Context: an optimization exercise on an open-source flow, tuned for small area. The choices shown serve that exercise and are no tape-out recipe. Function was checked by simulation only, so behaviour that the tests miss may differ from the original. No activity file was given, so power comes from the tool's default toggle rates.

File: flow/design.v
module raster2d (
    input  wire        clk,
    input  wire        rst,
    input  wire        host_valid,
    output wire        host_ready,
    input  wire [4:0]  host_slot,
    input  wire [3:0]  host_be,
    input  wire [31:0] host_data,
    input  wire [15:0] cfg_base,
    input  wire [15:0] cfg_pitch,
    output wire        mem_req,
    output wire        mem_we,
    output wire [15:0] mem_addr,
    output wire [7:0]  mem_wdata,
    input  wire        mem_ready,
    input  wire [7:0]  mem_rdata,
    output wire        idle
);
    localparam S_IDLE = 5'd0;
    localparam S_MUL  = 5'd1;    
    localparam S_ADDB = 5'd2;    
    localparam S_ADDX = 5'd3;    
    localparam S_BIAS = 5'd4;    
    localparam S_CPY  = 5'd5;    
    localparam S_J0   = 5'd6;    
    localparam S_I0   = 5'd7;    
    localparam S_C1   = 5'd8;    
    localparam S_C3   = 5'd10;   
    localparam S_RS   = 5'd12;   
    localparam S_RDC  = 5'd13;   
    localparam S_RD   = 5'd14;   
    localparam S_WR   = 5'd15;   
    localparam S_XST  = 5'd16;   
    localparam S_INC  = 5'd17;   
    localparam S_E1   = 5'd18;   
    localparam S_E2   = 5'd19;   
    localparam S_XS   = 5'd20;   
    localparam S_DXS  = 5'd21;   
    localparam S_YS   = 5'd22;   
    localparam S_DYS  = 5'd23;   
    localparam S_XR   = 5'd24;   
    localparam S_RCY  = 5'd25;   
    localparam S_RDY  = 5'd26;   
    localparam S_RDR  = 5'd27;   
    localparam S_RSR  = 5'd28;   
    localparam S_RSW  = 5'd29;   
    localparam S_RJ   = 5'd30;   
    reg [4:0] state;
    reg [15:0] cur_x, cur_y, dest_x, dest_y, err_term, maj_cnt;
    reg        c_ypos, c_ymaj, c_xpos, c_radial;         
    reg [7:0]  bkgd_color, frgd_color, wrt_mask, rd_mask, color_cmp;
    reg [5:0]  bkgd_mix, frgd_mix;                       
    reg [11:0] rg0, rg1, rg2, rg3, rg4;
    reg [2:0]  ph;
    reg        clr;          
    reg        mix3;                                     
    reg        cmp_en, cmp_ne;
    reg [7:0]  mf_latch;
    reg [1:0]  ctype;        
    reg        tsel;         
    reg [3:0]  kcnt;
    reg [15:0] dr, sr;       
    reg [15:0] pi;           
    reg [11:0] pj;           
    reg [1:0]  eh;           
    reg        gef;          
    reg        clipf;
    reg [7:0]  sv;
    wire is_line = (ctype == 2'd0);
    wire is_bp   = ctype[1];
    wire is_patf = (ctype == 2'd3);
    wire nx      = ~c_xpos;
    wire   mfring     = host_slot == 5'd15 && host_be[1] && host_data[15:12] < 4'd5;
    assign host_ready = (state == S_IDLE) && !clr && !(mfring && host_data[14:12] != ph);
    assign idle       = (state == S_IDLE);
    wire   acc        = host_valid && host_ready;
    wire [2:0] dir = {c_ypos, c_ymaj, c_xpos};
    reg x_en, x_neg, y_en, y_neg;
    always @(*) begin
        if (c_radial) begin
            x_en  = (dir != 3'd2) && (dir != 3'd6);
            x_neg = (dir == 3'd3) || (dir == 3'd4) || (dir == 3'd5);
            y_en  = (dir != 3'd0) && (dir != 3'd4);
            y_neg = (dir == 3'd1) || (dir == 3'd2) || (dir == 3'd3);
        end else begin
            x_en  = !c_ymaj || gef;
            y_en  =  c_ymaj || gef;
            x_neg = !c_xpos;
            y_neg = !c_ypos;
        end
    end
    wire        use_d = (state != S_RCY) && (is_bp ^ (tsel || state == S_E1));
    wire [15:0] xq    = use_d ? dest_x : cur_x;
    wire [15:0] yq    = use_d ? dest_y : cur_y;
    wire [2:0]  j3    = pj[2:0] + rg0[2:0];
    wire        wrap  = c_ypos ? (j3 == 3'd7) : (j3 == 3'd0);
    wire [2:0]  i3    = pi[2:0] + maj_cnt[2:0];
    wire [2:0]  off3  = (i3 ^ {3{nx}}) + {2'b00, nx};
    wire        offs  = nx && !is_line;
    wire        cge   = !ph[2] && ph[1:0] != 2'd3;      
    reg  [15:0] a, b;
    reg         inv, cin;
    always @(*) begin
        a = 16'd0; b = 16'd0; inv = 1'b0; cin = 1'b0;
        case (state)
            S_IDLE: b = host_data[15:0];
            S_MUL:  begin
                a = (kcnt == 4'd15) ? 16'd0 : {dr[14:0], 1'b0};
                b = yq[kcnt] ? cfg_pitch : 16'd0;
            end
            S_ADDB: begin a = dr; b = cfg_base; end
            S_ADDX: begin a = dr; b = xq; end
            S_BIAS: begin a = dr; b = maj_cnt; inv = nx; cin = nx; end
            S_CPY:  a = dr;
            S_J0:   begin b = {4'd0, rg0}; inv = 1'b1; cin = 1'b1; end
            S_I0:   begin b = maj_cnt; inv = 1'b1; cin = !is_line; end
            S_C1:   begin a = ph[0] ? yq : xq; b = {4'd0, rg0}; inv = 1'b1; cin = cge; end
            S_RS:   begin
                a = sr;
                if (is_patf) b = {13'd0, off3};
                else begin b = pi; inv = nx; cin = nx; end
            end
            S_RDC, S_RD, S_WR: begin
                a = dr; b = is_line ? 16'd0 : pi; inv = offs; cin = offs;
            end
            S_XST:  begin a = xq; inv = nx; cin = c_xpos; end
            S_INC:  begin a = pi; cin = 1'b1; end
            S_E1:   begin a = err_term; b = yq; end
            S_E2:   begin a = err_term; b = maj_cnt; inv = 1'b1; cin = 1'b1; end
            S_XS:   begin a = xq; inv = x_en && x_neg; cin = x_en && !x_neg; end
            S_DXS:  begin a = dr;    inv = x_en && x_neg; cin = x_en && !x_neg; end
            S_YS:   begin a = yq; inv = y_en && y_neg; cin = y_en && !y_neg; end
            S_DYS:  begin
                a = dr; b = y_en ? cfg_pitch : 16'd0;
                inv = y_en && y_neg; cin = y_en && y_neg;
            end
            S_XR:   begin a = xq; b = maj_cnt; inv = c_xpos; cin = c_xpos; end
            S_RCY:  begin a = yq;  inv = !c_ypos; cin = c_ypos; end
            S_RDY:  begin a = yq; inv = !c_ypos; cin = c_ypos; end
            S_RDR:  begin a = dr; b = cfg_pitch; inv = !c_ypos; cin = !c_ypos; end
            S_RSR:  begin a = sr; b = cfg_pitch; inv = !c_ypos; cin = !c_ypos; end
            S_RSW:  begin
                a = sr; b = wrap ? {cfg_pitch[12:0], 3'b000} : 16'd0;
                inv = wrap && c_ypos; cin = wrap && c_ypos;
            end
            S_RJ:   begin a = {4'hF, pj}; cin = 1'b1; end
            default: ;
        endcase
    end
    wire [16:0] zs   = {1'b0, a} + {1'b0, b ^ {16{inv}}} + {16'd0, cin};
    wire [15:0] z    = zs[15:0];
    wire        cout = zs[16];
    wire [15:0] zr   = z & {16{~rst}};
    wire        ge    = eh[0] || (eh == 2'b00 && cout);
    wire [7:0] svv = is_bp ? sv : mem_rdata;
    wire [7:0] dv  = mem_rdata;
    wire       fg  = !mix3 || ((svv & rd_mask) != 8'd0);
    wire [5:0] mix = fg ? frgd_mix : bkgd_mix;
    wire [7:0] s_val = mix[5] ? svv : (mix[4] ? frgd_color : bkgd_color);
    reg  [3:0] tt;    
    always @(*) begin
        case (mix[3:0])
            4'd0:  tt = 4'b0101;    
            4'd1:  tt = 4'b0000;
            4'd2:  tt = 4'b1111;
            4'd3:  tt = 4'b1010;    
            4'd4:  tt = 4'b0011;    
            4'd5:  tt = 4'b0110;    
            4'd6:  tt = 4'b1001;
            4'd7:  tt = 4'b1100;    
            4'd8:  tt = 4'b0111;    
            4'd9:  tt = 4'b1011;    
            4'd10: tt = 4'b1101;    
            4'd11: tt = 4'b1110;    
            4'd12: tt = 4'b1000;    
            4'd13: tt = 4'b0100;    
            4'd14: tt = 4'b0010;    
            default: tt = 4'b0001;  
        endcase
    end
    reg [7:0] ropv;
    integer n;
    always @(*) begin
        for (n = 0; n < 8; n = n + 1)
            ropv[n] = tt[{s_val[n], dv[n]}];
    end
    wire [7:0] vv    = (ropv & wrt_mask) | (dv & ~wrt_mask);
    wire       cmpeq = ((s_val ^ color_cmp) & rd_mask) == 8'd0;
    wire       skip  = cmp_en && (cmpeq ^ cmp_ne);
    wire       do_wr = clipf && !skip;
    assign mem_req   = (state == S_RS) || (state == S_RDC) || (state == S_RD) ||
                       ((state == S_WR) && do_wr);
    assign mem_we    = (state == S_WR);
    assign mem_addr  = z;
    assign mem_wdata = vv;
    wire [4:0]  hs   = host_slot;
    wire [3:0]  be   = host_be;
    wire [31:0] hd   = host_data;
    wire [15:0] hdm  = hd[15:0] & {16{~rst}};
    wire [7:0]  mflo = be[0] ? hd[7:0] : mf_latch;
    wire [11:0] mfv  = {hd[11:8], mflo};
    wire [11:0] mfvm = mfv & {12{~rst}};
    wire        l0   = acc && be[0];
    wire        l1   = acc && be[1];
    wire        mfc  = l1 && hs == 5'd15;
    wire [2:0]  ntype = hd[15:13];
    wire        go    = l1 && hs == 5'd6 && !hd[8] && maj_cnt != 16'd0 &&
                        (ntype == 3'd1 || ntype == 3'd2 || ntype == 3'd6 || ntype == 3'd7);
    always @(posedge clk) begin
        if (rst || (l0 && hs == 5'd5)) maj_cnt[7:0]  <= hdm[7:0];
        if (rst || (l1 && hs == 5'd5)) maj_cnt[15:8] <= hdm[15:8];
        if (rst || (l0 && hs == 5'd6)) begin
            c_ypos <= hdm[7]; c_ymaj <= hdm[6]; c_xpos <= hdm[5]; c_radial <= hdm[3];
        end
        if (rst || (l0 && hs == 5'd8))  bkgd_color <= hdm[7:0];
        if (rst || (l0 && hs == 5'd9))  frgd_color <= hdm[7:0];
        if (rst || (l0 && hs == 5'd10)) wrt_mask   <= hdm[7:0];
        if (rst || (l0 && hs == 5'd11)) rd_mask    <= hdm[7:0];
        if (rst || (l0 && hs == 5'd12)) color_cmp  <= hdm[7:0];
        if (rst || (l0 && hs == 5'd13)) bkgd_mix   <= {hdm[6:5], hdm[3:0]};
        if (rst || (l0 && hs == 5'd14)) frgd_mix   <= {hdm[6:5], hdm[3:0]};
        if (rst || (l0 && hs == 5'd15)) mf_latch   <= hdm[7:0];
        if (rst || (mfc && hd[15:12] == 4'hA)) mix3      <= mfvm[7] & mfvm[6];
        if (rst || (mfc && hd[15:12] == 4'hE)) begin cmp_en <= mfvm[8]; cmp_ne <= mfvm[7]; end
    end
    wire wx  = (state == S_XST || state == S_XR);
    wire ex  = (state == S_XS) || (wx && !is_bp);
    wire edx = wx && is_bp;
    wire ey  = (state == S_YS || state == S_RCY);
    wire edy = (state == S_RDY);
    wire ee  = (state == S_E1 || (state == S_E2 && ge));
    always @(posedge clk) begin
        if (rst || (l0 && hs == 5'd0) || ex)  cur_x[7:0]     <= zr[7:0];
        if (rst || (l1 && hs == 5'd0) || ex)  cur_x[15:8]    <= zr[15:8];
        if (rst || (l0 && hs == 5'd1) || ey)  cur_y[7:0]     <= zr[7:0];
        if (rst || (l1 && hs == 5'd1) || ey)  cur_y[15:8]    <= zr[15:8];
        if (rst || (l0 && hs == 5'd2) || edx) dest_x[7:0]    <= zr[7:0];
        if (rst || (l1 && hs == 5'd2) || edx) dest_x[15:8]   <= zr[15:8];
        if (rst || (l0 && hs == 5'd3) || edy) dest_y[7:0]    <= zr[7:0];
        if (rst || (l1 && hs == 5'd3) || edy) dest_y[15:8]   <= zr[15:8];
        if (rst || (l0 && hs == 5'd4) || ee)  err_term[7:0]  <= zr[7:0];
        if (rst || (l1 && hs == 5'd4) || ee)  err_term[15:8] <= zr[15:8];
    end
    always @(posedge clk) begin
        case (state)
            S_MUL, S_ADDB, S_ADDX, S_BIAS, S_DXS, S_DYS, S_RDR: dr <= z;
            S_CPY, S_RSR: sr <= z;
            S_RSW: if (ph == 3'd0) sr <= z;
            default: ;
        endcase
        if (state == S_I0 || state == S_INC) pi <= z;
        if (state == S_J0 || state == S_RJ) pj <= z[11:0];
        if (state == S_RDC) sv <= mem_rdata;
        if (state == S_C1) clipf <= (clipf || ph == 3'd1) && !(cout ^ cge);
        if (state == S_E2) gef <= ge;
        if (acc) eh <= {err_term[15], 1'b0};
        if (state == S_E1) begin
            if (eh != 2'b11) begin
                case ({eh[1], cout, dest_y[15]})
                    3'b000: eh <= 2'b00;
                    3'b001: eh <= 2'b10;
                    3'b010: eh <= 2'b01;
                    3'b011: eh <= 2'b00;
                    3'b110: eh <= 2'b00;
                    default: eh <= 2'b10;
                endcase
            end
        end
        if (state == S_E2 && eh == 2'b01) eh <= cout ? 2'b11 : 2'b00;
    end
    always @(posedge clk) begin
        rg0 <= rg1; rg1 <= rg2; rg2 <= rg3; rg3 <= rg4;
        rg4 <= (mfc && mfring) ? mfv : clr ? 12'd0 : rg0;
        if (rst) begin
            ph  <= 3'd0;
            clr <= 1'b1;
        end else begin
            ph  <= (ph == 3'd4) ? 3'd0 : ph + 3'd1;
            if (ph == 3'd4) clr <= 1'b0;
        end
    end
    always @(posedge clk) begin
        if (rst) kcnt <= 4'd15;
        else if (state == S_MUL) kcnt <= kcnt - 4'd1;
    end
    always @(posedge clk) begin
        if (rst) begin
            state <= S_IDLE;
        end else begin
            case (state)
                S_IDLE: if (go) begin
                    state <= S_MUL;
                    tsel  <= hd[14];                  
                    ctype <= (hd[15:13] == 3'd1) ? 2'd0 : (hd[15:13] == 3'd2) ? 2'd1 :
                             hd[14:13];
                end
                S_MUL:  if (kcnt == 4'd0) state <= S_ADDB;
                S_ADDB: state <= S_ADDX;
                S_ADDX: state <= is_line ? S_I0 : (tsel && is_patf) ? S_CPY : S_BIAS;
                S_BIAS: state <= tsel ? S_CPY : S_J0;
                S_CPY:  begin tsel <= 1'b0; state <= S_MUL; end
                S_J0:   if (ph == 3'd0) state <= (z[11:0] == 12'd0) ? S_IDLE : S_I0;
                S_I0:   state <= S_C3;
                S_C3:   if (ph == 3'd0) state <= S_C1;    
                S_C1:   if (ph == 3'd4) state <= is_bp ? S_RS : S_RD;
                S_RS:   if (mem_ready) state <= S_RDC;
                S_RDC:  state <= mem_ready ? S_WR : S_RD;
                S_RD:   if (mem_ready) state <= S_WR;
                S_WR:   if (!mem_ready) state <= S_RD;
                        else if (!is_line) state <= S_XST;
                        else state <= c_radial ? S_XS : S_E1;
                S_XST:  state <= S_INC;
                S_E1:   state <= S_E2;
                S_E2:   state <= S_XS;
                S_XS:   state <= S_DXS;
                S_DXS:  state <= S_YS;
                S_YS:   state <= S_DYS;
                S_DYS:  state <= S_INC;
                S_INC:  if (cout) state <= is_line ? S_IDLE : S_XR;
                        else state <= S_C3;
                S_XR:   state <= S_RCY;
                S_RCY:  state <= is_bp ? S_RDY : S_RDR;
                S_RDY:  state <= S_RDR;
                S_RDR:  state <= is_bp ? S_RSR : S_RJ;
                S_RSR:  state <= is_patf ? S_RSW : S_RJ;
                S_RSW:  if (ph == 3'd0) state <= S_RJ;
                S_RJ:   state <= cout ? S_IDLE : S_I0;
                default: state <= S_IDLE;
            endcase
        end
    end
endmodule
File: flow/flow/run.sh
#!/bin/bash
# Layout flow: the standard layout (standard.sh, unchanged synthesis,
# floorplan, power grid, placement, routing), with two changes to how the
# layout is made:
# - the port buffers that global placement adds to every input and output
#   are the smallest buffer cell, sky130_fd_sc_hd__buf_1;
# - clock tree synthesis uses sky130_fd_sc_hd__clkbuf_8 with sink clusters
#   of up to 18 flip-flops within 50 um, and inserts no dummy loads.
# The make output goes to standard.log; each ORFS step logs under orfs/logs.
export BUFFER_PORTS_ARGS="-buffer_cell sky130_fd_sc_hd__buf_1"
export CTS_ARGS="-sink_clustering_enable -repair_clock_nets -dont_use_dummy_load -buf_list sky130_fd_sc_hd__clkbuf_8 -sink_clustering_size 18 -sink_clustering_max_diameter 50"
bash standard.sh > standard.log 2>&1
File: flow/standard.sh
#!/bin/bash
# synth_recipe.tcl (not shown) runs the flow's synth.tcl, then flattens the netlist and writes it again
# the make line also repeats each setting of config.mk as NAME=value (left out here)
make -C /OpenROAD-flow-scripts/flow DESIGN_CONFIG=/design/flow/config.mk WORK_HOME=/design/flow/orfs CLKGATE_MAP_FILE= SYNTH_SCRIPT=/design/flow/synth_recipe.tcl "${@:-finish}"
File: flow/config.mk
export PLATFORM = sky130hd
export DESIGN_NAME = raster2d
export DESIGN_NICKNAME = raster2d
export VERILOG_FILES = /design/flow/design.v
export SDC_FILE = /design/flow/constraint.sdc
export NUM_CORES = 4
export LEC_CHECK = 0
export CAP_MARGIN = 10
export CORE_MARGIN = 2
export CORE_UTILIZATION = 65
export GPL_TIMING_DRIVEN = 0
export SLEW_MARGIN = 10
File: flow/constraint.sdc
create_clock -name core_clock -period 20.0 [get_ports {clk}]
set_input_delay 4.0000 -clock core_clock [delete_from_list [all_inputs] [get_ports {clk}]]
set_output_delay 4.0000 -clock core_clock [all_outputs]
set_load 0.01 [all_outputs]
==> impl_metrics.ini, run 1 <==
[setup_path]
r2r-end = err_term[6]$_DFFE_PP_
rr_worst_depth = 26
end_kind = output pin
reg2reg_from = ctype[1]$_SDFFCE_PN0P_
cp.arrival_ps = 9140
critPathMaxFanout = 5
critical_path_class = in2out
crit_required_ps = 16000
reg2reg_slack_ps = 10910
critPathLaunchType = primary input

[floorplanning]
die_h_um = 156
coreArea_um2 = 22600
die_w_um = 156
ios = 113
initial_core_util_pct = 66.1
die_area_um2 = 24200
fp-row-count = 55

[logic_synthesis]
synth_nets = 1362
netlist_instances = 1249
synthFlopType = edfxtp_1
synth.distinct_cells = 74
yosys.area_share.simple_pct = 10.4
synthMuxAreaShare_pct = 6.41
ys_ff_latch = 311
synth_top_family_by_area = compound AO/OA/AOI/OAI gates
async_flop_share_pct = 0
synth-adder-area-share_pct = 2.62
synth_edf_count = 236
ys_seq_area_share_pct = 57.5
synth_compound_area_share_pct = 16.8
yosysWarningCount = 1
syn_area_um2 = 14900
synthXorXnorAreaFrac_pct = 3.45
syn_area_per_cell_um2 = 12.0

[final_layout]
drive_above_1_share_pct = 7.42
final_common_cell = edfxtp_1
fin_nets = 1504
syn2layout_area_growth_pct = 8.99
fillCellCount = 1645
n_antenna_cell = 0
finalNonFillerCells = 1674
layout_common_cells = edfxtp_1 (236), buf_1 (97), nand2_1 (92)

[drt]
drt_iter0_markers = 1839
viasPerCell = 7.05
routed_wirelength_um = 45400
wl_per_cell_um = 27.1
dr.pass1.iters = 9
ant_nets = 0
via_count = 11800
drc = 0

[min_path]
min-delay-start = rg2[9]$_DFF_P_
worstHoldEndpoint = rg1[9]$_DFF_P_
hold_path_class = reg2reg
holdPathStages = 0

[placement]
portBuffers = 90
gp_congestion = 0.988
hpwlAfterDp_um = 33500
dp.cells = 1640

[global_routing]
grt_overflow = 0
antenna_found_initial = 1
grt_max_degree = 19
gr-usage-all-layers_pct = 37.4
grt_pass1_wl_um = 67100
grt_pass1_vias = 11100

[clock_network]
cts_resized = 0
cts_tree = done
cts_sinks = 311
cts-hold-fix-buffers = 0
cts_max_level = 2
cts_setup_buffers = 0
cts_made_buffers = 34
clk_pin_slew_ps = 100
ctsRootBufferMaster = clkbuf_8
cts_buffer_depth = 3
clock_latency_ps = 560

[power]
pwr-share-seq_pct = 52.9
cellPowerDensity_nw_per_um2 = 93.7
power_leakage_nw = 5.80
peakVddDrop_v = 0.0000866
p_sw_mw = 0.474
clkPwrFrac_pct = 23.3
internal_power_mw = 1.05
combPwrFrac_pct = 23.8
swShare_pct = 31.1

[sta]
final-setup-viol-count = 0
relSlewSlack_pct = 17.0
slew_viol_final = 0
finalSetupTns_ps = 0
finalHoldViolations = 0
rsz0062_at_grt = false
worstMarginPinSlew_ps = 1240
fin_crit_sh_pct = 65.7
max_freq_mhz = 76.1
period_needed_ps = 13140
clock_skew_ps = 75.1

[job]
maxCapViolations = 0

[outcome]
status = no timing/DRC/antenna violations
[kinds of logic after synthesis]
family	Yosys count
compound gates	347
simple gates	313
flops	311
buf+inv	102
mux	89
xor+xnor	58
fa+ha+maj	29
[cell type report]
type                            count  area (um2)  share of cell area, %
Sequential cell                   311        8590                   52.8
Multi-Input combinational cell    836        5970                   36.7
Clock buffer                       34         468                   2.88
Timing Repair Buffer              106         462                   2.84
Tap cell                          285         357                   2.19
Buffer                             63         275                   1.69
Inverter                           39         146                  0.900
[sequential cells by signal, summed over array words and instances, names as in the netlist, 12 cells and up]
| name | cells |
|---|---|
| pj | 12 |
| dest_y | 16 |
| dr | 16 |
| pi | 16 |
| maj_cnt | 16 |
| err_term | 16 |
| rg1 | 12 |
| rg3 | 12 |
| cur_x | 16 |
| dest_x | 16 |
| sr | 16 |
| rg4 | 12 |
| rg2 | 12 |
| cur_y | 16 |
| rg0 | 12 |
[routing by layer]
layer	vias up	share of wire (%)	track usage, %	routed length [um]
met5	-	0	0	0
met4	0	3.6	13.0	1630
met3	122	13	8.44	5880
met2	910	43	55.3	19700
met1	5672	40	55.2	18200
li1	5091	-	-	-
[worst max-delay path: stages]
cell,delay (ps)
buf_1,120
a222oi_1,360
nand2_1,80
a21oi_1,240
o221ai_1,210
a21oi_2,200
xnor2_2,140
fa_1,240
inv_1,80
fa_1,470
a21o_1,180
a21oi_1,270
o21bai_1,150
a2111oi_0,740
o31ai_1,330
o311ai_0,540
nand2_1,120
a21oi_1,190
xnor2_1,250
buf_1,210
[power by group through the flow]
stage               combinational, mW  sequential (mW)  clock, mW
floorplan                       0.234            0.809          0
detailed placement              0.349            0.818          0
finish                          0.363            0.806      0.356
CTS                             0.351            0.804      0.354
global placement                0.338            0.816          0
global route                    0.386            0.810      0.375
[how the worst max path moves through the flow]
stage | start | to | slack [ps]
after floorplan | cfg_base[0] | mem_addr[14] | 8440
after global placement | host_data[0] | mem_addr[14] | 7210
after detailed placement | host_data[0] | mem_addr[14] | 7100
after CTS | host_data[0] | mem_addr[14] | 7080
after global routing | host_data[0] | mem_addr[14] | 6780
final | host_data[0] | mem_addr[14] | 6860
[synth_stat cells (11+ instances only)]
cell	count	area, um2
a21oi_2	11	96.3
a221o_1	18	180
mux2i_1	83	831
nand2b_1	16	100
a221oi_1	26	228
nand3b_1	16	120
o221ai_1	33	289
nand2_1	92	345
dfxtp_1	75	1500
nor2b_1	20	125
inv_1	36	135
nor2_1	79	297
and2_1	15	93.8
nor3_1	11	55.1
ha_1	24	300
xor2_1	19	166
o21ai_0	75	375
a21oi_1	57	285
a222oi_1	15	150
xnor2_1	38	333
nand3_1	15	75.1
a22oi_1	13	97.6
edfxtp_1	236	7090
clkbuf_1	47	176
a22o_1	26	228
nor4_1	12	75.1
[through the flow]
stage | hold slack (ps) | util, % | setup WS [ps] | power, mW | instance area, um2
floorplan | 310 | - | 8440 | 1.04 | 14900
global placement | 310 | 69.2 | 7210 | 1.15 | 15600
detailed placement | 312 | 70.0 | 7100 | 1.17 | 15800
CTS | 261 | 72.1 | 7080 | 1.51 | 16300
global route | 258 | 72.1 | 6780 | 1.57 | 16300
finish | 260 | 72.1 | 6860 | 1.52 | 16300
==> run 2, diff against run 1 <==
--- a/flow/config.mk
+++ b/flow/config.mk
@@ -7,6 +7,6 @@
 export LEC_CHECK = 0
 export CAP_MARGIN = 10
 export CORE_MARGIN = 2
-export CORE_UTILIZATION = 65
+export CORE_UTILIZATION = 70
 export GPL_TIMING_DRIVEN = 0
 export SLEW_MARGIN = 10
==> run 2 against run 1 <==
Sequential cell count unchanged. Worst hold slack improved by 67 ps. Final cell count decreased by 1.1%. Via count increased by 2.4%. Maximum frequency decreased by 1.4%. Critical endpoint unchanged. Non-clock buffer count decreased by 4. First-iteration DRC count increased by 5.3%.
==> impl_metrics.ini, run 2 <==
[floorplanning]
die_w_um = 150
coreArea_um2 = 21000
die_area_um2 = 22500
fp-row-count = 53
ios = 113
die_h_um = 150
initial_core_util_pct = 71.2

[setup_path]
reg2reg_from = ctype[1]$_SDFFCE_PN0P_
cp_num_buf_inv = 3
end_kind = output pin
path_delay_family = compound AO/OA/AOI/OAI gates
crit_required_ps = 16000
cp_common_cell = a21oi_1
critPathLaunchType = primary input
startpoint = host_data[0]
critPathMaxFanout = 5
critical_path_class = in2out
reg2reg_slack_ps = 11130
slowest_delay_ps = 760
crit_chain = buf_1 > a222oi_1 > nand2_1 > a21oi_1 > o221ai_1 > a21oi_2 > xnor2_2 > fa_1 > inv_1 > fa_1 > a21o_1 > a21oi_1 > o21bai_1 > a2111oi_0 > o31ai_1 > o311ai_0 > nand2_1 > a21oi_1 > xnor2_1 > buf_1
crit_slowest_cell = a2111oi_0
cp.arrival_ps = 9330

[job]
maxCapViolations = 0

[final_layout]
drive_above_1_share_pct = 6.68
layout_common_cells = edfxtp_1 (236), buf_1 (97), nand2_1 (92)
finalNonFillerCells = 1655
final_common_cell = edfxtp_1
fin_nets = 1493
fin_util_pct = 77.0
syn2layout_area_growth_pct = 8.11

[global_routing]
grt_pass1_wl_um = 68800
antenna_found_initial = 0
grt_pass1_vias = 11400
grt_overflow = 0
grt_max_degree = 19
gr-usage-all-layers_pct = 41.6

[drt]
dr.pass1.iters = 8
routedLengthMet1_um = 17200
via_count = 12100
viasPerCell = 7.30
drt_iter0_markers = 1937
routed_wirelength_um = 46600
ant_nets = 0
top_layer_used = met4
wl_per_cell_um = 28.2
wl_met3_um = 6780
drc = 0
dr_wl_met2_um = 20300

[logic_synthesis]
yosysWarningCount = 1
syn_area_per_cell_um2 = 12.0
yosys-top-cells-area = edfxtp_1 (47%), dfxtp_1 (10%), mux2i_1 (5.6%), o21ai_0 (2.5%), nand2_1 (2.3%)
ys_ff_latch = 311
yosysMostFrequentCell = edfxtp_1
netlist_instances = 1249
syn_area_um2 = 14900
synth_nets = 1362
synthTopCellsByCount = edfxtp_1 (236), nand2_1 (92), mux2i_1 (83), nor2_1 (79)
yosysTopAreaCell = edfxtp_1
synth_edf_count = 236
synth.distinct_cells = 74
yosysTopAreaCellShare_pct = 47.5
synthFlopType = edfxtp_1
async_flop_share_pct = 0
ys_seq_area_share_pct = 57.5

[clock_network]
clk_pin_slew_ps = 100
cts_setup_buffers = 0
cts_sinks = 311
clock_latency_ps = 580
cts_max_level = 1
cts_made_buffers = 27
cts_resized = 0
cts_tree = done
cts-hold-fix-buffers = 0
cts_buffer_depth = 3
ctsRootBufferMaster = clkbuf_8

[sta]
finalHoldViolations = 0
rsz0062_at_grt = false
worstMarginPinSlew_ps = 1240
period_needed_ps = 13330
final-setup-viol-count = 0
fin_crit_sh_pct = 66.7
relSlewSlack_pct = 17.5
slew_viol_final = 0
max_freq_mhz = 75.0
finalSetupTns_ps = 0
clock_skew_ps = 42.1

[placement]
hpwlAfterDp_um = 34600
gp_congestion = 0.999
portBuffers = 90
dp.cells = 1626

[power]
power_leakage_nw = 5.73
p_total_mw = 1.49
peakVddDrop_v = 0.000107
cellPowerDensity_nw_per_um2 = 92.3

[outcome]
status = no timing/DRC/antenna violations

[min_path]
min-delay-start = rg2[5]$_DFF_P_
hold_path_class = reg2reg
## run 2: final timing paths
kind / endpoint / cells after the start
setup / recovery: mem_addr[14] / 20
hold / removal: rg1[5]$_DFF_P_ / 0
setup reg to reg: err_term[4]$_DFFE_PP_ / 26
hold reg to reg: rg1[5]$_DFF_P_ / 0
## run 2: final cells by class
type / count / area, um2
Fill cell: 1325 / 4820
Antenna cell: 2 / 5.00
Sequential cell: 311 / 8590
Buffer: 63 / 275
Inverter: 39 / 146
Timing Repair Buffer: 102 / 434
Tap cell: 275 / 344
Clock buffer: 27 / 372
Multi-Input combinational cell: 836 / 5970
## run 2: layer usage
layer | up-vias | GRT usage [%]
li1 | 5068 | -
met5 | - | 0
met3 | 170 | 8.63
met2 | 1130 | 62.0
met1 | 5706 | 59.4
met4 | 0 | 18.7
## run 2: where the power goes
part | switching (mW) | total [mW] | internal (mW)
Clock | 0.193 | 0.313 | 0.120
Sequential | 0.0279 | 0.808 | 0.780
Combinational | 0.250 | 0.368 | 0.118
## run 2: cell families (layout without fill, tap and decap cells)
group,Yosys count,after routing,share of synthesized area [%]
buf+inv,102,231,2.83
mux,89,89,6.41
flops,311,311,57.5
fa+ha+maj,29,29,2.62
compound gates,347,347,16.8
simple gates,313,313,10.4
other cells,0,2,0
xor+xnor,58,58,3.45
## run 2: stage by stage
| step | setup WS (ps) | instance area [um2] | hold WS, ps |
|---|---|---|---|
| floorplan | 8440 | 14900 | 310 |
| global placement | 7240 | 15600 | 310 |
| detailed placement | 7110 | 15800 | 312 |
| CTS | 7050 | 16100 | 319 |
| global route | 6540 | 16100 | 326 |
| finish | 6670 | 16100 | 328 |
## run 2: worst reg2reg max path: cells and delay by family (launching register included)
family	cells	cell delay [ps]
compound gates	13	3980
xor+xnor	1	170
fa+ha+maj	2	720
buf+inv	5	1250
flops	1	410
simple gates	5	2150
==> run 3, diff against run 2 <==
--- a/flow/design.v
+++ b/flow/design.v
@@ -290,7 +290,7 @@
             case (state)
                 S_IDLE: if (go) begin
                     state <= S_MUL;
-                    tsel  <= hd[14];                  
+                    tsel  <= hd[15];                  
                     ctype <= (hd[15:13] == 3'd1) ? 2'd0 : (hd[15:13] == 3'd2) ? 2'd1 :
                              hd[14:13];
                 end
==> run 3 against run 2 <==
Synthesized cell count is essentially flat. Non-clock buffer count is the same. First-iteration DRC count grew 20%. Critical path type unchanged. Maximum frequency grew 1.2%. Clock skew grew 16 ps. Critical endpoint unchanged.
==> impl_metrics.ini, run 3 <==
[outcome]
status = no timing/DRC/antenna violations

[setup_path]
critical_path_class = in2out
slowest_delay_ps = 750
critPathLaunchType = primary input
crit_required_ps = 16000
cp.arrival_ps = 9180
cp_common_cell = a21oi_1
critPathMaxFanout = 5
crit_chain = buf_1 > a222oi_1 > nand2_1 > a21oi_1 > o221ai_1 > a21oi_2 > xnor2_2 > fa_1 > inv_1 > fa_1 > a21o_1 > a21oi_1 > o21bai_1 > a2111oi_0 > o31ai_1 > o311ai_0 > nand2_1 > a21oi_1 > xnor2_1 > buf_1
crit_slowest_cell = a2111oi_0
rr_worst_depth = 26
end_kind = output pin

[final_layout]
drive_above_1_share_pct = 6.74
fin_nets = 1494
syn2layout_area_growth_pct = 8.23
fillCellCount = 1355
final_common_cell = edfxtp_1
n_antenna_cell = 0
layout_common_cells = edfxtp_1 (236), buf_1 (99), nand2_1 (92)
postLayoutCellArea_um2 = 16100

[sta]
slew_viol_final = 0
max_freq_mhz = 75.9
finalSetupTns_ps = 0
finalHoldViolations = 0
worstMarginPinSlew_ps = 1290
clock_skew_ps = 58.3
rsz0062_at_grt = false
worst_slack_ps = 6820
relSlewSlack_pct = 13.7
whs_ps = 325
final-setup-viol-count = 0
fin_crit_sh_pct = 65.9
period_needed_ps = 13180

[logic_synthesis]
netlist_instances = 1248
synth_edf_count = 236
yosysTopAreaCell = edfxtp_1
synth_nets = 1361
synthFlopType = edfxtp_1
yosysWarningCount = 1
syn_area_per_cell_um2 = 12.0
synthTopCellsByCount = edfxtp_1 (236), nand2_1 (92), mux2i_1 (83), nor2_1 (79)
ys_ff_latch = 311
yosysTopAreaCellShare_pct = 47.5
synth.distinct_cells = 74
yosys-top-cells-area = edfxtp_1 (47%), dfxtp_1 (10%), mux2i_1 (5.6%), o21ai_0 (2.5%), nand2_1 (2.3%)
ys_seq_area_share_pct = 57.6
async_flop_share_pct = 0
syn_area_um2 = 14900
yosysMostFrequentCell = edfxtp_1

[power]
peakVddDrop_v = 0.000100
power_leakage_nw = 5.74
combPwrFrac_pct = 24.9
internal_power_mw = 1.02
clkPwrFrac_pct = 21.4
pwr-share-seq_pct = 53.7
cellPowerDensity_nw_per_um2 = 93.2
swShare_pct = 32.0
p_sw_mw = 0.482
p_total_mw = 1.50

[global_routing]
grt_pass1_wl_um = 70300
grt_pass1_vias = 11600
gr-usage-all-layers_pct = 42.8
grt_max_degree = 19
grt_overflow = 0
antenna_found_initial = 0

[clock_network]
cts_buffer_depth = 3
cts-hold-fix-buffers = 0
cts_setup_buffers = 0
cts_made_buffers = 28
clk_pin_slew_ps = 110
cts_max_level = 1
cts_tree = done
clock_latency_ps = 600
cts_resized = 0
ctsRootBufferMaster = clkbuf_8
cts_sinks = 311

[drt]
wl_per_cell_um = 29.0
dr.pass1.iters = 8
drc = 0
routed_wirelength_um = 48000
via_count = 12200
ant_nets = 0
drt_iter0_markers = 2316
viasPerCell = 7.39

[floorplanning]
die_h_um = 150
coreArea_um2 = 21000
die_area_um2 = 22500
initial_core_util_pct = 71.2
ios = 113
fp-row-count = 53
die_w_um = 150

[min_path]
hold_path_class = reg2reg
holdPathStages = 0

[placement]
portBuffers = 91
gp_congestion = 1.04
place_area_um2 = 15800
hpwlAfterDp_um = 34900
place_ws_ps = 7110

[job]
maxCapViolations = 0
run 3: cell count changes after synthesis:
cell / delta
buf_1: +1
clkbuf_1: -2
run 3: worst paths after layout:
path	slack, ps	to	startpoint
max reg2reg	11060	err_term[8]$_DFFE_PP_	ctype[1]$_SDFFCE_PN0P_
max	6820	mem_addr[14]	host_data[0]
min	330	rg1[6]$_DFF_P_	rg2[6]$_DFF_P_
min reg2reg	330	rg1[6]$_DFF_P_	rg2[6]$_DFF_P_
run 3: per-layer routing:
layer | vias to the layer above | GRT usage (%) | wire length (um)
li1 | 5059 | - | -
met1 | 5791 | 60.2 | 17400
met2 | 1152 | 64.2 | 21000
met3 | 216 | 9.97 | 7080
met4 | 0 | 18.9 | 2510
met5 | - | 0 | 0
run 3: stage by stage:
stage / std cells / util [%]
after floorplan: 1248 / -
after global placement: 1614 / 74.5
after detailed placement: 1626 / 75.2
after CTS: 1654 / 77.0
after global routing: 1654 / 77.1
final: 1654 / 77.1
run 3: area by class of cell:
class,count,area [um2],share of cell area (%)
Buffer,62,272,1.68
Clock buffer,28,385,2.39
Inverter,39,146,0.906
Multi-Input combinational cell,836,5970,37.0
Sequential cell,311,8590,53.2
Tap cell,275,344,2.13
Timing Repair Buffer,103,442,2.73
run 3: critical path: cells and delay by family:
| family | cells | cell delay, ps |
|---|---|---|
| buf+inv | 3 | 390 |
| compound gates | 11 | 3470 |
| fa+ha+maj | 2 | 700 |
| xor+xnor | 2 | 400 |
| simple gates | 2 | 210 |
run 3: logic make-up (layout without fill, tap and decap cells):
family / after synthesis / count (layout) / share of synthesized area (%)
flip-flops: 311 / 311 / 57.6
AND/OR/NAND/NOR: 313 / 313 / 10.4
buffers and inverters: 101 / 232 / 2.80
adder cells (fa/ha/maj): 29 / 29 / 2.62
AO/OA/AOI/OAI: 347 / 347 / 16.8
XOR/XNOR: 58 / 58 / 3.45
multiplexers: 89 / 89 / 6.41
run 3: power by group through the flow:
stage                     sequential, mW  combinational, mW  clock, mW
after floorplan                    0.809              0.234          0
after global placement             0.817              0.338          0
after detailed placement           0.820              0.355          0
after CTS                          0.806              0.358      0.317
after global routing               0.812              0.393      0.338
final                              0.808              0.375      0.321
==> run 4, diff against run 3 <==
--- a/flow/design.v
+++ b/flow/design.v
@@ -290,7 +290,7 @@
             case (state)
                 S_IDLE: if (go) begin
                     state <= S_MUL;
-                    tsel  <= hd[15];                  
+                    tsel  <= hd[14];                  
                     ctype <= (hd[15:13] == 3'd1) ? 2'd0 : (hd[15:13] == 3'd2) ? 2'd1 :
                              hd[14:13];
                 end
--- a/flow/flow/run.sh
+++ b/flow/flow/run.sh
@@ -8,5 +8,5 @@
 #   of up to 18 flip-flops within 50 um, and inserts no dummy loads.
 # The make output goes to standard.log; each ORFS step logs under orfs/logs.
 export BUFFER_PORTS_ARGS="-buffer_cell sky130_fd_sc_hd__buf_1"
-export CTS_ARGS="-sink_clustering_enable -repair_clock_nets -dont_use_dummy_load -buf_list sky130_fd_sc_hd__clkbuf_8 -sink_clustering_size 18 -sink_clustering_max_diameter 50"
+export CTS_ARGS="-sink_clustering_enable -repair_clock_nets -dont_use_dummy_load -buf_list sky130_fd_sc_hd__clkbuf_8 -sink_clustering_size 22 -sink_clustering_max_diameter 50"
 bash standard.sh > standard.log 2>&1
==> run 4 against run 3 <==
Sequential cell count unchanged. Clock-buffer cell count is 1 lower. Maximum frequency is essentially flat. Combinational power decreased by 2%. Die area about the same. Critical endpoint unchanged. Still clean.
==> impl_metrics.ini, run 4 <==
[clock_network]
clock_latency_ps = 600
cts_made_buffers = 27
cts_max_level = 1
ctsRootBufferMaster = clkbuf_8
cts_sinks = 311
cts_setup_buffers = 0
cts_buffer_depth = 3
cts_tree = done
cts-hold-fix-buffers = 0
cts_resized = 0
clk_pin_slew_ps = 120

[logic_synthesis]
synthFlopType = edfxtp_1
syn_area_um2 = 14900
yosys.area_share.simple_pct = 10.4
synth_top_family_by_area = compound AO/OA/AOI/OAI gates
yosys-top-cells-area = edfxtp_1 (47%), dfxtp_1 (10%), mux2i_1 (5.6%), o21ai_0 (2.5%), nand2_1 (2.3%)
synth.distinct_cells = 74
ys_seq_area_share_pct = 57.5
yosysMostFrequentCell = edfxtp_1
synth_edf_count = 236
yosysWarningCount = 1
synthXorXnorAreaFrac_pct = 3.45
ys_ff_latch = 311
synthMuxAreaShare_pct = 6.41
syn_area_per_cell_um2 = 12.0
synth_compound_area_share_pct = 16.8
synthTopCellsByCount = edfxtp_1 (236), nand2_1 (92), mux2i_1 (83), nor2_1 (79)
synth-adder-area-share_pct = 2.62
netlist_instances = 1249
synth_nets = 1362
async_flop_share_pct = 0
yosysTopAreaCellShare_pct = 47.5
yosysTopAreaCell = edfxtp_1

[drt]
drc = 0
routed_wirelength_um = 46800
dr.pass1.iters = 9
wl_per_cell_um = 28.3
viasPerCell = 7.28
ant_nets = 0
via_count = 12000
drt_iter0_markers = 1940

[global_routing]
grtUsageMet3_pct = 10.1
grt_most_used_layer = met2
grtUsageMet1_pct = 59.1
grt_max_degree = 23
gr-usage-all-layers_pct = 41.9
grt_pass1_vias = 11500
grt_pass1_wl_um = 69300
antenna_found_initial = 1
gr-usage-met2_pct = 61.6
grt_overflow = 0

[power]
p_sw_mw = 0.473
clkPwrFrac_pct = 21.1
peakVddDrop_v = 0.000107
combPwrFrac_pct = 24.7
cellPowerDensity_nw_per_um2 = 92.4
p_total_mw = 1.49
power_leakage_nw = 5.73
swShare_pct = 31.7
pwr-share-seq_pct = 54.2
internal_power_mw = 1.02

[placement]
hpwlAfterDp_um = 34600
portBuffers = 90
gp_congestion = 0.999

[sta]
final-setup-viol-count = 0
rsz0062_at_grt = false
worstMarginPinSlew_ps = 1260
fin_crit_sh_pct = 65.8
whs_ps = 309
period_needed_ps = 13160
max_freq_mhz = 76.0
slew_viol_final = 0
relSlewSlack_pct = 15.8
finalSetupTns_ps = 0
clock_skew_ps = 50.9
finalHoldViolations = 0

[setup_path]
critPathLaunchType = primary input
cp.arrival_ps = 9160
end_kind = output pin
critPathMaxFanout = 5
critical_path_class = in2out
crit_required_ps = 16000

[final_layout]
seqCellArea_um2 = 8590
fin_nets = 1493
fillCellCount = 1329
multiInputGateArea_um2 = 5970
drive_above_1_share_pct = 6.68
final_common_cell = edfxtp_1
layout_common_cells = edfxtp_1 (236), buf_1 (97), nand2_1 (92)
syn2layout_area_growth_pct = 8.11

[floorplanning]
ios = 113
die_w_um = 150
die_h_um = 150
die_area_um2 = 22500
coreArea_um2 = 21000
fp-row-count = 53
initial_core_util_pct = 71.2

[min_path]
hold_path_class = reg2reg

[outcome]
status = no timing/DRC/antenna violations

[job]
maxCapViolations = 0
==> run 4: worst max-delay path, stage by stage <==
cell	delay, ps
buf_1	120
a222oi_1	370
nand2_1	90
a21oi_1	250
o221ai_1	190
a21oi_2	180
xnor2_2	140
fa_1	260
inv_1	80
fa_1	460
a21o_1	180
a21oi_1	240
o21bai_1	130
a2111oi_0	730
o31ai_1	340
o311ai_0	550
nand2_1	130
a21oi_1	210
xnor2_1	290
buf_1	210
==> run 4: cell type report <==
type | instances | area share, %
Tap cell | 275 | 2.13
Sequential cell | 311 | 53.2
Timing Repair Buffer | 102 | 2.69
Multi-Input combinational cell | 836 | 37.0
Inverter | 39 | 0.907
Buffer | 63 | 1.71
Antenna cell | 2 | 0.0310
Clock buffer | 27 | 2.30
==> run 4: per-layer routing <==
layer | wire length [um] | part of all wire, %
met4 | 2590 | 5.5
met2 | 20200 | 43
met5 | 0 | 0
met3 | 6600 | 14
met1 | 17300 | 37
==> run 4: cell families (layout without fill, tap and decap cells) <==
group | Yosys count | count (layout)
fa+ha+maj | 29 | 29
simple gates | 313 | 313
other cells | 0 | 2
buf+inv | 102 | 231
flops | 311 | 311
compound gates | 347 | 347
xor+xnor | 58 | 58
mux | 89 | 89
==> run 4: path summary, 6_finish.rpt <==
path	start	end	slack, ps	cells after the start
worst max-delay path	host_data[0]	mem_addr[14]	6840	20
worst min register to register	rg3[7]$_DFF_P_	rg2[7]$_DFF_P_	310	0
worst min-delay path	rg3[7]$_DFF_P_	rg2[7]$_DFF_P_	310	0
worst max register to register	ctype[1]$_SDFFCE_PN0P_	err_term[1]$_DFFE_PP_	11210	26
==> run 4: power by group through the flow <==
stage / Sequential, mW / Combinational [mW] / Clock [mW]
3_5_place_dp: 0.820 / 0.352 / 0
6_report: 0.808 / 0.368 / 0.315
3_3_place_gp: 0.816 / 0.336 / 0
4_1_cts: 0.806 / 0.355 / 0.311
2_1_floorplan: 0.809 / 0.234 / 0
5_1_grt: 0.812 / 0.389 / 0.333
==> run 4: per-stage QoR <==
| step | area [um2] | std cells | worst slack, ps | util (%) |
|---|---|---|---|---|
| 2_1_floorplan | 14900 | 1249 | 8440 | - |
| 3_3_place_gp | 15600 | 1614 | 7240 | 74.5 |
| 3_5_place_dp | 15800 | 1626 | 7110 | 75.2 |
| 4_1_cts | 16100 | 1653 | 7090 | 77.0 |
| 5_1_grt | 16100 | 1653 | 6650 | 77.0 |
| 6_report | 16100 | 1655 | 6840 | 77.0 |
==> run 5, diff against run 4 <==
==> flow/flow/run.sh (replaced) <==
#!/bin/bash
here=$(cd "$(dirname "$0")" && pwd)
export BUFFER_PORTS_ARGS="-buffer_cell sky130_fd_sc_hd__buf_1"
export PRE_GLOBAL_PLACE_TCL="$here/pre_gpl.tcl"
export CTS_ARGS="-sink_clustering_enable -repair_clock_nets -dont_use_dummy_load -buf_list sky130_fd_sc_hd__clkbuf_8 -sink_clustering_size 18 -sink_clustering_max_diameter 50"
bash standard.sh > standard.log 2>&1
==> flow/flow/pre_gpl.tcl (new file) <==
remove_buffers
==> run 5 against run 4 <==
Still clean. Worst hold slack improved by 7.8 ps. Via count fell by 4.4%. Setup slack got worse by 280 ps. Clock-buffer cell count did not move. Maximum frequency fell by 2.1%. Combinational power fell by 5%. Wire length fell by 7.9%. Synthesized area did not move. Final cell count fell by 2.8%. Critical path depth rose by 4. Core utilization fell by 0.20 points.
==> impl_metrics.ini, run 5 <==
[setup_path]
reg2reg_slack_ps = 9710
critical_path_class = reg2out
end_kind = output pin
critPathMaxFanout = 35
crit_required_ps = 16000
crit_slowest_cell = dfxtp_1
rr_worst_depth = 26
cp.arrival_ps = 9450
r2r-end = err_term[6]$_DFFE_PP_
crit_chain = nand2b_2 > nor2_1 > a21oi_2 > xnor2_1 > nand2_2 > mux2i_1 > mux4_2 > mux4_2 > o21ai_4 > a21oi_2 > xnor2_2 > fa_1 > inv_1 > fa_1 > a21o_1 > a21oi_1 > o21bai_1 > a2111oi_0 > o31ai_1 > o311ai_0 > nand2_1 > a21oi_1 > xnor2_1 > buf_1
reg2reg_from = state[1]$_SDFFE_PP0P_
slowest_delay_ps = 1120
critPathLaunchType = register

[clock_network]
clock_latency_ps = 600
cts_sinks = 311
clk_pin_slew_ps = 100
cts_resized = 0
cts_max_level = 1
cts-hold-fix-buffers = 0
cts_setup_buffers = 0
cts_tree = done
cts_buffer_depth = 3
ctsRootBufferMaster = clkbuf_8
cts_made_buffers = 27

[global_routing]
antenna_found_initial = 1
grt_overflow = 0
grt_max_degree = 39
grt_pass1_wl_um = 64400
grt_pass1_vias = 11000
gr-usage-all-layers_pct = 38.7

[placement]
hpwlAfterDp_um = 30900
place_ws_ps = 7120
place_area_um2 = 15700
portBuffers = 94
gp_congestion = 0.970
dp.cells = 1580

[sta]
finalHoldViolations = 0
finalSetupTns_ps = 0
relSlewSlack_pct = 16.5
whs_ps = 317
worst_slack_ps = 6550
rsz0062_at_grt = false
worstMarginPinSlew_ps = 1240
fin_crit_sh_pct = 67.2
clock_skew_ps = 58.8
period_needed_ps = 13450
final-setup-viol-count = 0
max_freq_mhz = 74.4
slew_viol_final = 0

[final_layout]
fin_util_pct = 76.8
seqCellArea_um2 = 8590
fin_nets = 1447
syn2layout_area_growth_pct = 7.83
multiInputGateArea_um2 = 6020
drive_above_1_share_pct = 8.03
fillCellCount = 1390
layout_common_cells = edfxtp_1 (236), buf_1 (93), nand2_1 (92)
postLayoutCellArea_um2 = 16100
final_common_cell = edfxtp_1
finalNonFillerCells = 1608

[drt]
drc = 0
ant_nets = 0
viasPerCell = 7.16
via_count = 11500
routed_wirelength_um = 43100
dr.pass1.iters = 6
wl_per_cell_um = 26.8
drt_iter0_markers = 1728

[floorplanning]
fp-row-count = 53
ios = 113
initial_core_util_pct = 71.2
coreArea_um2 = 21000
die_area_um2 = 22500
die_h_um = 150
die_w_um = 150

[min_path]
hold_path_class = reg2reg
min-delay-start = rg2[4]$_DFF_P_
holdPathStages = 0
worstHoldEndpoint = rg1[4]$_DFF_P_

[logic_synthesis]
yosysMostFrequentCell = edfxtp_1
synth_edf_count = 236
synthXorXnorAreaFrac_pct = 3.45
yosysTopAreaCell = edfxtp_1
synth_top_family_by_area = compound AO/OA/AOI/OAI gates
synth_compound_area_share_pct = 16.8
synth_nets = 1362
synth.distinct_cells = 74
syn_area_um2 = 14900
synthFlopType = edfxtp_1
ys_ff_latch = 311
ys_seq_area_share_pct = 57.5
syn_area_per_cell_um2 = 12.0
netlist_instances = 1249
yosysTopAreaCellShare_pct = 47.5
yosys-top-cells-area = edfxtp_1 (47%), dfxtp_1 (10%), mux2i_1 (5.6%), o21ai_0 (2.5%), nand2_1 (2.3%)
synth-adder-area-share_pct = 2.62
synthTopCellsByCount = edfxtp_1 (236), nand2_1 (92), mux2i_1 (83), nor2_1 (79)
yosysWarningCount = 1
synthMuxAreaShare_pct = 6.41
yosys.area_share.simple_pct = 10.4
async_flop_share_pct = 0

[power]
power_leakage_nw = 5.73
peakVddDrop_v = 0.0000845
p_total_mw = 1.48
cellPowerDensity_nw_per_um2 = 92.0

[job]
maxCapViolations = 0

[outcome]
status = no timing/DRC/antenna violations
run 5: changes by cell type in the layout (fill, tap and decap cells not counted), sizes merged:
| cell | before | now |
|---|---|---|
| buf | 118 | 119 |
| clkbuf | 74 | 27 |
| diode | 2 | 1 |
run 5: area by class of cell:
class | instances | share of cell area (%)
inverter | 39 | 0.910
multi-input combinational | 836 | 37.4
timing repair buffer | 119 | 3.84
clock buffer | 27 | 2.31
antenna | 1 | 0.0155
tap | 275 | 2.14
sequential | 311 | 53.4
run 5: kinds of logic (layout without fill, tap and decap cells):
logic type / count (synthesis) / after routing
other: 0 / 1
xor gates and xnor gates: 58 / 58
DFF: 311 / 311
muxes: 89 / 89
AOI/OAI and AO/OA: 347 / 347
adders and majority gates: 29 / 29
and+or+nand+nor: 313 / 313
buffers and inverters: 102 / 185
run 5: worst max-delay path by stage:
stage                          start            to  slack (ps)  cells past startpoint
3_3_place_gp            host_data[0]  mem_addr[14]        7320                     20
4_1_cts        state[4]$_SDFFE_PP0P_  mem_addr[14]        6520                     24
5_1_grt        state[1]$_SDFFE_PP0P_  mem_addr[14]        6120                     24
3_5_place_dp            host_data[0]  mem_addr[14]        7120                     20
2_1_floorplan            cfg_base[0]  mem_addr[14]        8440                     18
6_report       state[1]$_SDFFE_PP0P_  mem_addr[14]        6550                     24
run 5: worst max-delay path, delay by kind of cell (launching register included):
kind	cells	cell delay (ps)
muxes	3	1450
AOI/OAI and AO/OA	10	3270
xor gates and xnor gates	3	560
buffers and inverters	2	270
DFF	1	1120
and+or+nand+nor	4	1470
adders and majority gates	2	680
run 5: metal layers:
| metal | wire [um] | track usage [%] | up-vias | share of wire [%] |
|---|---|---|---|---|
| met3 | 5530 | 8.57 | 138 | 13 |
| li1 | - | - | 4968 | - |
| met5 | 0 | 0 | - | 0 |
| met4 | 1640 | 14.4 | 0 | 3.8 |
| met2 | 19400 | 58.7 | 876 | 45 |
| met1 | 16500 | 55.3 | 5536 | 38 |
run 5: report_power, final:
part | total [mW] | internal [mW] | switching [mW]
Combinational | 0.351 | 0.119 | 0.232
Sequential | 0.817 | 0.780 | 0.0370
Clock | 0.313 | 0.120 | 0.193
Total | 1.48 | 1.02 | 0.462
==> run 6, diff against run 5 <==
--- a/flow/config.mk
+++ b/flow/config.mk
@@ -9,4 +9,4 @@
 export CORE_MARGIN = 2
 export CORE_UTILIZATION = 70
 export GPL_TIMING_DRIVEN = 0
-export SLEW_MARGIN = 10
+export SLEW_MARGIN = 0
==> run 6 against run 5 <==
Wire length is 0.94% lower. First-iteration DRC count increased by 3.0%. Synthesized area stayed put. Clock-buffer cell count is the same. Clock power about the same. Highest routed layer unchanged. Sequential share of layout area rose by 0.16 points. Synthesized cell count is the same. Final area down 0.32%. Register-to-register slack lost 210 ps. Clock skew up 4.2 ps. Still clean. Critical path depth unchanged. Global-route usage shrank 0.48 points.
==> impl_metrics.ini, run 6 <==
[drt]
via_count = 11500
viasPerCell = 7.16
drt_iter0_markers = 1779
drc = 0
ant_nets = 0
routed_wirelength_um = 42700
wl_per_cell_um = 26.6
dr.pass1.iters = 8

[min_path]
hold_path_class = reg2reg

[outcome]
status = no timing/DRC/antenna violations

[logic_synthesis]
synthMuxAreaShare_pct = 6.41
synthFlopType = edfxtp_1
yosys-top-cells-area = edfxtp_1 (47%), dfxtp_1 (10%), mux2i_1 (5.6%), o21ai_0 (2.5%), nand2_1 (2.3%)
yosysMostFrequentCell = edfxtp_1
async_flop_share_pct = 0
synth_compound_area_share_pct = 16.8
synth_edf_count = 236
ys_seq_area_share_pct = 57.5
yosysTopAreaCell = edfxtp_1
synthTopCellsByCount = edfxtp_1 (236), nand2_1 (92), mux2i_1 (83), nor2_1 (79)
synth_nets = 1362
yosysWarningCount = 1
syn_area_um2 = 14900
yosys.area_share.simple_pct = 10.4
ys_ff_latch = 311
syn_area_per_cell_um2 = 12.0
yosysTopAreaCellShare_pct = 47.5
synth.distinct_cells = 74
netlist_instances = 1249
synth_top_family_by_area = compound AO/OA/AOI/OAI gates
synthXorXnorAreaFrac_pct = 3.45
synth-adder-area-share_pct = 2.62

[clock_network]
cts_setup_buffers = 0
cts-hold-fix-buffers = 0
cts_tree = done
cts_sinks = 311
clock_latency_ps = 600
clk_pin_slew_ps = 100
cts_max_level = 1
cts_made_buffers = 27
cts_buffer_depth = 3
cts_resized = 0
ctsRootBufferMaster = clkbuf_8

[floorplanning]
ios = 113
die_area_um2 = 22500
initial_core_util_pct = 71.2
coreArea_um2 = 21000
fp-row-count = 53
die_w_um = 150
die_h_um = 150

[power]
peakVddDrop_v = 0.0000960
cellPowerDensity_nw_per_um2 = 92.1
p_total_mw = 1.48
power_leakage_nw = 5.71

[placement]
gp_congestion = 0.970
portBuffers = 94
place_area_um2 = 15600
hpwlAfterDp_um = 30200

[setup_path]
end_kind = output pin
critPathMaxFanout = 35
critPathLaunchType = register
critical_path_class = reg2out
crit_required_ps = 16000
cp.arrival_ps = 9630

[sta]
whs_ps = 327
finalSetupTns_ps = 0
relSlewSlack_pct = 19.1
final-setup-viol-count = 0
period_needed_ps = 13630
fin_crit_sh_pct = 68.1
worstMarginPinSlew_ps = 1210
finalHoldViolations = 0
slew_viol_final = 0
rsz0062_at_grt = false
max_freq_mhz = 73.4
clock_skew_ps = 63.0

[global_routing]
grt_pass1_vias = 11000
grt_overflow = 0
grt_pass1_wl_um = 64100
antenna_found_initial = 0
gr-usage-all-layers_pct = 38.2
grt_max_degree = 39

[final_layout]
fin_nets = 1446
drive_above_1_share_pct = 7.59
fillCellCount = 1404
n_antenna_cell = 0
fin_util_pct = 76.6
syn2layout_area_growth_pct = 7.49
layout_common_cells = edfxtp_1 (236), buf_1 (93), nand2_1 (92)
postLayoutCellArea_um2 = 16000
final_common_cell = edfxtp_1

[job]
maxCapViolations = 0
## run 6: metal layers
layer	GRT usage [%]	vias to the layer above	share of wire [%]
li1	-	4972	-
met1	55.1	5482	38
met2	57.5	909	45
met3	6.86	141	13
met4	16.3	0	4.3
met5	0	-	0
## run 6: area by class of cell
cell class / instances / area, um2 / area share, %
Clock buffer: 27 / 372 / 2.32
Multi-Input combinational cell: 836 / 6000 / 37.4
Sequential cell: 311 / 8590 / 53.5
Tap cell: 275 / 344 / 2.14
Timing Repair Buffer: 118 / 592 / 3.69
Inverter: 39 / 146 / 0.912
## run 6: cell families (layout without fill, tap and decap cells)
logic type	after synthesis	after routing
muxes	89	89
buffers and inverters	102	184
AOI/OAI and AO/OA	347	347
xor gates and xnor gates	58	58
DFF	311	311
and+or+nand+nor	313	313
adders and majority gates	29	29
## run 6: worst max-delay path: stages (launching register included)
cell and delay [ps]:
dfxtp_1 1120, nand2b_2 210, nor2_1 280, a21oi_2 90, xnor2_1 140, nand2_2 850
mux2i_1 380, mux4_2 560, mux4_2 510, o21ai_4 560, a21oi_2 150, xnor2_2 170
fa_1 210, inv_1 60, fa_1 460, a21o_1 190, a21oi_1 240, o21bai_1 140
a2111oi_0 910, o31ai_1 350, o311ai_0 650, nand2_1 130, a21oi_1 220, xnor2_1 240
buf_1 200
## run 6: path summary, 6_finish.rpt
kind | slack (ps) | endpoint | startpoint | cells after the start
worst max-delay path | 6370 | mem_addr[14] | state[1]$_SDFFE_PP0P_ | 24
worst min-delay path | 330 | rg2[2]$_DFF_P_ | rg3[2]$_DFF_P_ | 0
worst min register to register | 330 | rg2[2]$_DFF_P_ | rg3[2]$_DFF_P_ | 0
worst max register to register | 9500 | err_term[0]$_DFFE_PP_ | state[1]$_SDFFE_PP0P_ | 26
## run 6: power by group
part           switching, mW  internal (mW)  leakage, nW  total [mW]
clock network          0.192          0.120        0.194       0.312
registers             0.0366          0.780         2.93       0.816
logic                  0.232          0.118         2.59       0.349
## run 6: metrics by stage
stage | instances | worst slack, ps
global placement | 1555 | 7320
floorplan | 1249 | 8440
CTS | 1602 | 6520
global route | 1606 | 6190
finish | 1606 | 6370
detailed placement | 1575 | 7130
==> run 7, diff against run 6 <==
--- a/flow/design.v
+++ b/flow/design.v
@@ -290,7 +290,7 @@
             case (state)
                 S_IDLE: if (go) begin
                     state <= S_MUL;
-                    tsel  <= hd[14];                  
+                    tsel  <= hd[15];                  
                     ctype <= (hd[15:13] == 3'd1) ? 2'd0 : (hd[15:13] == 3'd2) ? 2'd1 :
                              hd[14:13];
                 end
==> run 7 against run 6 <==
Clock-buffer cell count stayed put. Sequential cell count stayed put. Wire length shrank 0.17%. Sequential share of layout area is essentially flat. Die area hardly changed. Critical path type unchanged. Critical endpoint unchanged. Largest cell class unchanged.
==> impl_metrics.ini, run 7 <==
[global_routing]
gr-usage-all-layers_pct = 38.6
antenna_found_initial = 0
grtUsageMet1_pct = 54.5
grt_overflow = 0
gr-usage-met2_pct = 59.1
grtUsageMet3_pct = 8.54
grt_max_degree = 39
grt_pass1_vias = 11200
grt_pass1_wl_um = 64600
grt_most_used_layer = met2

[logic_synthesis]
yosysMostFrequentCell = edfxtp_1
ys_seq_area_share_pct = 57.6
syn_area_per_cell_um2 = 12.0
yosysTopAreaCell = edfxtp_1
synthTopCellsByCount = edfxtp_1 (236), nand2_1 (92), mux2i_1 (83), nor2_1 (79)
synth.distinct_cells = 74
synthFlopType = edfxtp_1
synth_nets = 1361
yosysWarningCount = 1
syn_area_um2 = 14900
netlist_instances = 1248
async_flop_share_pct = 0
yosys-top-cells-area = edfxtp_1 (47%), dfxtp_1 (10%), mux2i_1 (5.6%), o21ai_0 (2.5%), nand2_1 (2.3%)
ys_ff_latch = 311
yosysTopAreaCellShare_pct = 47.5
synth_edf_count = 236

[sta]
clock_skew_ps = 50.3
final-setup-viol-count = 0
finalSetupTns_ps = 0
fin_crit_sh_pct = 68.4
rsz0062_at_grt = false
finalHoldViolations = 0
max_freq_mhz = 73.1
worstMarginPinSlew_ps = 1310
period_needed_ps = 13690
slew_viol_final = 0
relSlewSlack_pct = 12.6

[placement]
gp_congestion = 0.984
portBuffers = 94
hpwlAfterDp_um = 30400

[clock_network]
clock_latency_ps = 600
cts-hold-fix-buffers = 0
clk_pin_slew_ps = 100
cts_made_buffers = 27
cts_max_level = 1
cts_tree = done
cts_buffer_depth = 3
cts_setup_buffers = 0
cts_resized = 0
ctsRootBufferMaster = clkbuf_8
cts_sinks = 311

[setup_path]
crit_required_ps = 16000
cp_num_buf_inv = 3
reg2reg_from = state[4]$_SDFFE_PP0P_
r2r-end = err_term[2]$_DFFE_PP_
critical_path_class = reg2out
critPathMaxFanout = 35
crit_slowest_cell = dfxtp_1
critPathLaunchType = register
slowest_delay_ps = 1190
reg2reg_slack_ps = 9260
cp.arrival_ps = 9690
crit_chain = inv_2 > nor2_1 > a21oi_2 > xnor2_1 > nand2_2 > mux2i_1 > mux4_2 > mux4_2 > o21ai_4 > a21oi_2 > xnor2_2 > fa_1 > inv_1 > fa_1 > a21o_1 > a21oi_1 > o21bai_1 > a2111oi_0 > o31ai_1 > o311ai_0 > nand2_1 > a21oi_1 > xnor2_1 > buf_1
path_delay_family = compound AO/OA/AOI/OAI gates
end_kind = output pin
rr_worst_depth = 26

[job]
maxCapViolations = 0

[floorplanning]
ios = 113
die_w_um = 150
fp-row-count = 53
coreArea_um2 = 21000
die_area_um2 = 22500
initial_core_util_pct = 71.2
die_h_um = 150

[final_layout]
fillCellCount = 1417
layout_common_cells = edfxtp_1 (236), buf_1 (93), nand2_1 (92)
syn2layout_area_growth_pct = 7.60
drive_above_1_share_pct = 7.73
n_antenna_cell = 0
final_common_cell = edfxtp_1
fin_nets = 1448

[drt]
drc = 0
via_count = 11500
ant_nets = 0
viasPerCell = 7.13
wl_per_cell_um = 26.5
dr.pass1.iters = 7
routed_wirelength_um = 42600
drt_iter0_markers = 1765

[min_path]
worstHoldEndpoint = rg0[2]$_DFF_P_
hold_path_class = reg2reg
min-delay-start = rg1[2]$_DFF_P_
holdPathStages = 0

[outcome]
status = no timing/DRC/antenna violations

[power]
power_leakage_nw = 5.72
cellPowerDensity_nw_per_um2 = 91.9
peakVddDrop_v = 0.000106
p_total_mw = 1.47
==> run 7: changes by cell type in the layout (fill, tap and decap cells not counted) <==
| cell | before | now |
|---|---|---|
| buf_2 | 4 | 3 |
| o21ai_0 | 65 | 64 |
| o21ai_1 | 11 | 12 |
| buf_4 | 13 | 15 |
| buf_8 | 5 | 3 |
| buf_6 | 2 | 5 |
==> run 7: final cells by class <==
| cell class | count | area (um2) | share of cell area, % |
|---|---|---|---|
| flip-flops and latches | 311 | 8590 | 53.5 |
| multi-input cells | 836 | 6000 | 37.4 |
| repair buffers | 120 | 606 | 3.77 |
| clock buffers | 27 | 372 | 2.31 |
| well taps | 275 | 344 | 2.14 |
| inverters | 39 | 146 | 0.912 |
==> run 7: how the worst max path moves through the flow <==
| stage | start | endpoint | slack, ps | depth (start not counted) |
|---|---|---|---|---|
| finish | state[4]$_SDFFE_PP0P_ | mem_addr[14] | 6310 | 24 |
| global route | state[4]$_SDFFE_PP0P_ | mem_addr[14] | 5910 | 24 |
| CTS | state[4]$_SDFFE_PP0P_ | mem_addr[14] | 6550 | 24 |
| detailed placement | state[4]$_SDFFE_PP0P_ | mem_addr[14] | 7150 | 24 |
| global placement | host_data[0] | mem_addr[14] | 7320 | 20 |
| floorplan | cfg_base[0] | mem_addr[14] | 8440 | 18 |
==> run 7: stage by stage <==
| stage | instances | worst slack (ps) | utilization [%] | area, um2 | hold slack (ps) |
|---|---|---|---|---|---|
| after floorplan | 1248 | 8440 | - | 14900 | 310 |
| after global placement | 1555 | 7320 | 73.2 | 15300 | 310 |
| after global routing | 1608 | 5910 | 76.6 | 16100 | 327 |
| after detailed placement | 1578 | 7150 | 74.7 | 15600 | 312 |
| final | 1608 | 6310 | 76.6 | 16100 | 327 |
| after CTS | 1605 | 6550 | 76.4 | 16000 | 329 |
==> run 7: power by group <==
| group | total, mW | internal, mW | switching [mW] |
|---|---|---|---|
| logic | 0.346 | 0.118 | 0.228 |
| clock network | 0.314 | 0.120 | 0.194 |
| registers | 0.815 | 0.779 | 0.0356 |
==> run 7: cell families after synthesis <==
group | Yosys count | share of synthesized area [%]
AO/OA/AOI/OAI | 347 | 16.8
XOR/XNOR | 58 | 3.45
adder cells (fa/ha/maj) | 29 | 2.62
buffers and inverters | 101 | 2.80
flip-flops | 311 | 57.6
multiplexers | 89 | 6.41
AND/OR/NAND/NOR | 313 | 10.4
==> run 7: per-layer routing <==
metal	up-vias	share of wire, %
met5	-	0
met4	0	3.8
met3	142	12
met2	807	45
met1	5541	39
li1	4974	-

==> re-timing with driven ports <==
Ports are ideal in the flow. The routed layouts listed here were re-timed in OpenROAD. Step 1, drivers: a clkbuf_16 drives clk and a buf_2 each remaining input, both assumed. Step 2 adds t to the input delays and takes it off the output delays; t is the mean of the earliest and latest rising clock arrival at the registers after step 1. Input paths then give back, and output paths get back, about the clock's delay inside the block. a / b / c = no drivers / after step 1 / after step 2; a / b = the first two.
run	t, ns	slack for setup (ns)	worst setup path after step 2	slew at the worst register clock pin (ns)
run 1	0.574	6.860 / 6.830 / 6.830	input to output	0.11 / 0.11
run 2	0.606	6.668 / 6.641 / 6.641	input to output	0.10 / 0.10
run 3	0.617	6.822 / 6.797 / 6.797	input to output	0.11 / 0.11
run 4	0.618	6.835 / 6.810 / 6.810	input to output	0.12 / 0.12
run 5	0.619	6.551 / 6.506 / 6.886	input to output	0.11 / 0.11
run 6	0.611	6.371 / 6.326 / 6.660	input to output	0.10 / 0.10
run 7	0.617	6.312 / 6.270 / 6.887	register to output	0.10 / 0.10
After both steps every run listed still meets setup and hold. For run 1, which loses most, drivers alone change the setup slack by -0.030 ns; drivers and shift together by -0.030 ns.
